Background: an optimization exercise with open tools, aiming at small area. Do not read the settings as production practice. Power figures rest on the tool's default switching activity, not on a simulated workload.

==> flow/design.v <==
module idxfp (
    input             clk,
    input             rst,             
    input             reset_capable,   
    input             poll,
    input      [31:0] now,
    output            busy,
    input             rx_avail,
    input       [7:0] rx_data,
    output            rx_pop,
    output            rdr_rst_n,
    output            ev_read,
    output            ev_remove,
    output     [39:0] ev_tag,
    input             cfg_req,
    input             cfg_we,
    input       [1:0] cfg_addr,
    input      [31:0] cfg_wdata,
    output     [31:0] cfg_rdata
);
    localparam [31:0] WAIT_RESET = 32'd1000;
    localparam E_CHK = 0;
    localparam E_FRM = 1;
    localparam E_HEX = 2;
    localparam E_OVF = 3;
    reg         busy_q;      
    reg  [5:0]  cnt;         
    reg         seen;        
    reg  [31:0] now_q;       
    reg         cy;          
    reg  [7:0]  fb [0:5];
    reg  [3:0]  hold;
    reg  [3:0]  ncnt;
    reg         fd_err;
    reg         in_frame;
    reg         await;       
    reg  [32:0] deadline;
    reg  [39:0] last_tag;    
    reg  [31:0] wait_n;      
    reg  [1:0]  ev_en;
    reg  [3:0]  errstat;
    wire       is_stx  = (rx_data == 8'h02);
    wire       is_etx  = (rx_data == 8'h03);
    wire       is_pad  = (rx_data == 8'h0D) || (rx_data == 8'h0A);
    wire       is_hexd = (rx_data[7:4] == 4'h3) && (rx_data[3:0] <= 4'h9);
    wire       is_hexl = (rx_data[7:4] == 4'h4) && (rx_data[3:0] != 4'h0) &&
                         (rx_data[3:0] <= 4'h6);
    wire       is_hex  = is_hexd || is_hexl;
    wire       is_inv  = !(is_stx || is_etx || is_pad || is_hex);
    wire [3:0] nib     = is_hexd ? rx_data[3:0] :
                         {1'b1, rx_data[2] ^ (rx_data[1] & rx_data[0]),
                          rx_data[1] ^ rx_data[0], !rx_data[0]};
    wire [7:0] fb_xor  = fb[0] ^ fb[1] ^ fb[2] ^ fb[3] ^ fb[4];
    wire       chk_ok  = (fb_xor == fb[5]);
    wire       drain   = busy_q && (cnt[5:4] == 2'b00);
    wire       last    = cnt[5] && cnt[4];             
    wire       psm     = busy_q && last && cnt[0];     
    wire       serial  = busy_q && (cnt[5] || cnt[4]) && !psm;
    wire       pop     = drain && rx_avail;
    wire       upd     = seen && reset_capable;        
    wire       a_bit   = (now_q[0] ^ cnt[0]) && !last;
    wire       b_bit   = upd ? (!wait_n[0] && !last) : !deadline[0];
    wire       c_in    = (cnt == 6'd16) ? !upd : cy;
    wire       s_bit   = a_bit ^ b_bit ^ c_in;
    wire       c_out   = (a_bit & b_bit) | (a_bit & c_in) | (b_bit & c_in);
    wire       ge      = cy;                           
    assign busy      = busy_q;
    assign rx_pop    = pop;
    assign ev_tag    = last_tag;
    assign ev_read   = psm && seen && ev_en[0] && !(reset_capable && await);
    assign ev_remove = psm && !seen && await && ge && ev_en[1];
    assign rdr_rst_n = !(psm && upd);
    wire [1:0] raddr   = cnt[1:0];
    assign cfg_rdata = (raddr == 2'd0) ? ~wait_n :
                       (raddr == 2'd1) ? {30'd0, ev_en} :
                       (raddr == 2'd2) ? {28'd0, errstat} : 32'd0;
    wire       fb_wr   = pop && is_hex && !fd_err && (ncnt != 4'd12) && ncnt[0];
    wire [7:0] fb_d    = rst ? 8'd0 : {hold, nib};
    integer i;
    always @(posedge clk)
        for (i = 0; i < 6; i = i + 1)
            if (rst || (fb_wr && ncnt[3:1] == i))
                fb[i] <= fb_d;
    always @(posedge clk) begin
        now_q <= poll ? {now[15:0], now[31:16]} : ~{now_q[0], now_q[31:1]};
        cnt   <= busy_q ? cnt + 6'd1 : poll ? 6'd0 : {4'd0, cfg_addr};
        cy    <= c_out;
        if (serial) begin
            deadline <= {upd ? s_bit : deadline[0], deadline[32:1]};
            if (!last)
                wait_n <= {wait_n[0], wait_n[31:1]};
        end
        if (rst) begin
            busy_q      <= 1'b0;
            fd_err      <= 1'b1;
            in_frame    <= 1'b0;
            await       <= 1'b0;
            wait_n      <= ~WAIT_RESET;
            ev_en       <= 2'd0;
            errstat     <= 4'd0;
        end else if (!busy_q) begin
            if (poll) begin
                seen   <= 1'b0;
                busy_q <= 1'b1;
            end else if (cfg_req && cfg_we) begin
                case (cfg_addr)
                2'd0: wait_n  <= ~cfg_wdata;
                2'd1: ev_en   <= cfg_wdata[1:0];
                2'd2: errstat <= errstat & ~cfg_wdata[3:0];
                default: ;
                endcase
            end
        end else if (pop) begin
            if (is_stx) begin
                if (in_frame)
                    errstat[E_FRM] <= 1'b1;
                ncnt     <= 4'd0;
                fd_err   <= 1'b0;
                in_frame <= 1'b1;
            end else if (is_etx) begin
                if (!fd_err) begin
                    if (chk_ok) begin
                        seen     <= 1'b1;
                        last_tag <= {fb[0], fb[1], fb[2], fb[3], fb[4]};
                    end else if (in_frame) begin
                        errstat[E_CHK] <= 1'b1;
                    end
                end
                in_frame <= 1'b0;
            end else if (is_hex) begin
                if (!fd_err) begin
                    if (ncnt == 4'd12) begin
                        fd_err <= 1'b1;
                        if (in_frame)
                            errstat[E_OVF] <= 1'b1;
                    end else if (!ncnt[0]) begin
                        hold <= nib;
                        ncnt <= ncnt + 4'd1;
                    end else begin
                        ncnt <= ncnt + 4'd1;
                    end
                end
            end else if (is_inv) begin
                if (!fd_err) begin
                    fd_err <= 1'b1;
                    if (in_frame)
                        errstat[E_HEX] <= 1'b1;
                end
            end
        end else if (psm) begin
            busy_q <= 1'b0;
            await  <= seen ? reset_capable : (await && !ge);
        end
    end
endmodule
Settings: LEC_CHECK=0, CAP_MARGIN=20, CORE_MARGIN=2, CORE_UTILIZATION=65, PLACE_DENSITY=0.8, SLEW_MARGIN=20; clock period 8.0 ns.
standard.sh (not shown) runs the stock make flow with config.mk's settings and CLKGATE_MAP_FILE= SYNTH_SCRIPT=/design/flow/synth_recipe.tcl, a recipe that flattens the netlist after the stock synthesis.
==> flow/flow/run.sh <==
#!/bin/bash
# The standard layout (standard.sh), with three changes:
#  - synthesis is ORFS's, run by standard.sh, except that ABC maps the logic
#    between the registers with an area-oriented script (flow/area.abc, put in
#    place of abc_speed.script in a copy of ORFS's scripts); the registers
#    come out as in the standard synthesis;
#  - port buffers use the smallest buffer (buf_1);
#  - the clock tree uses clkbuf_4 sink buffers over clusters of at most 10
#    flip-flops, and no dummy loads.
set -euo pipefail
export BUFFER_PORTS_ARGS="-buffer_cell sky130_fd_sc_hd__buf_1"
export CTS_ARGS="-sink_clustering_enable -repair_clock_nets -dont_use_dummy_load -buf_list sky130_fd_sc_hd__clkbuf_4 -sink_clustering_size 10 -sink_clustering_max_diameter 40"
rm -rf scripts_area
cp -r "$FLOW_HOME/scripts" scripts_area
cp flow/area.abc scripts_area/abc_speed.script
SCRIPTS_DIR=$PWD/scripts_area bash standard.sh synth > synth.log 2>&1
bash standard.sh finish > standard.log 2>&1
==> flow/flow/area.abc <==
&get -n
&st
&syn3
&dch -f
&nf -a -R 1000
&st
&syn3
&dch -f
&nf -a -R 1000
&put
strash
dch -f
amap
strash
dch -f
amap
topo
Then changed:
--- a/flow/design.v
+++ b/flow/design.v
@@ -39,6 +39,7 @@
     reg  [31:0] wait_n;      
     reg  [1:0]  ev_en;
     reg  [3:0]  errstat;
+    reg  [1:0]  raddr;       
     wire       is_stx  = (rx_data == 8'h02);
     wire       is_etx  = (rx_data == 8'h03);
     wire       is_pad  = (rx_data == 8'h0D) || (rx_data == 8'h0A);
@@ -47,9 +48,7 @@
                          (rx_data[3:0] <= 4'h6);
     wire       is_hex  = is_hexd || is_hexl;
     wire       is_inv  = !(is_stx || is_etx || is_pad || is_hex);
-    wire [3:0] nib     = is_hexd ? rx_data[3:0] :
-                         {1'b1, rx_data[2] ^ (rx_data[1] & rx_data[0]),
-                          rx_data[1] ^ rx_data[0], !rx_data[0]};
+    wire [3:0] nib     = is_hexd ? rx_data[3:0] : (rx_data[3:0] + 4'd9);
     wire [7:0] fb_xor  = fb[0] ^ fb[1] ^ fb[2] ^ fb[3] ^ fb[4];
     wire       chk_ok  = (fb_xor == fb[5]);
     wire       drain   = busy_q && (cnt[5:4] == 2'b00);
@@ -70,7 +69,6 @@
     assign ev_read   = psm && seen && ev_en[0] && !(reset_capable && await);
     assign ev_remove = psm && !seen && await && ge && ev_en[1];
     assign rdr_rst_n = !(psm && upd);
-    wire [1:0] raddr   = cnt[1:0];
     assign cfg_rdata = (raddr == 2'd0) ? ~wait_n :
                        (raddr == 2'd1) ? {30'd0, ev_en} :
                        (raddr == 2'd2) ? {28'd0, errstat} : 32'd0;
@@ -82,10 +80,11 @@
             if (rst || (fb_wr && ncnt[3:1] == i))
                 fb[i] <= fb_d;
     always @(posedge clk) begin
+        raddr <= cfg_addr;
         now_q <= poll ? {now[15:0], now[31:16]} : ~{now_q[0], now_q[31:1]};
-        cnt   <= busy_q ? cnt + 6'd1 : poll ? 6'd0 : {4'd0, cfg_addr};
-        cy    <= c_out;
+        cnt   <= busy_q ? cnt + 6'd1 : 6'd0;
         if (serial) begin
+            cy       <= c_out;
             deadline <= {upd ? s_bit : deadline[0], deadline[32:1]};
             if (!last)
                 wait_n <= {wait_n[0], wait_n[31:1]};
Outcome: Worst hold slack improves by 53 ps. Fmax climbs by roughly a tenth. Worst setup slack improves by 550 ps. Final cell count climbs slightly. Global-route usage drops by 1.8 points. Clock power drops by a few percent. Clock skew climbs by 45 ps. Total power drops slightly.
Function was not checked in any run of this note: the RTL went through the layout flow alone.

## afterwards: timing with drivers on the ports
How much do the figures lean on ideal ports? The routed layouts below were timed once more, with nothing changed but the port constraints. Step 1 (the two cells are an assumption about what drives the block):
set clk [get_ports {clk}]
set_driving_cell -lib_cell sky130_fd_sc_hd__clkbuf_16 $clk
set_driving_cell -lib_cell sky130_fd_sc_hd__buf_2 [delete_from_list [all_inputs] $clk]
Step 2 adds t to the input delays and takes it off the output delays; t is the mean of the earliest and latest rising clock arrival at the registers after step 1. Input paths then give back, and output paths get back, about the clock's delay inside the block. a / b / c = ideal / step 1 / step 2; a / b = the first two.
run	t, ns	setup slack, ns	latest minus earliest clock arrival (ns)	slew at the worst register clock pin (ns)
the first run	0.643	3.242 / 3.207 / 3.161	0.046 / 0.045	0.11 / 0.11
the second run	0.603	3.791 / 3.802 / 3.200	0.089 / 0.089	0.11 / 0.11
After both steps setup and hold are still met in every run listed. The setup slack of the second run, which loses most, moves by +0.011 ns with the drivers and by -0.591 ns with both steps.
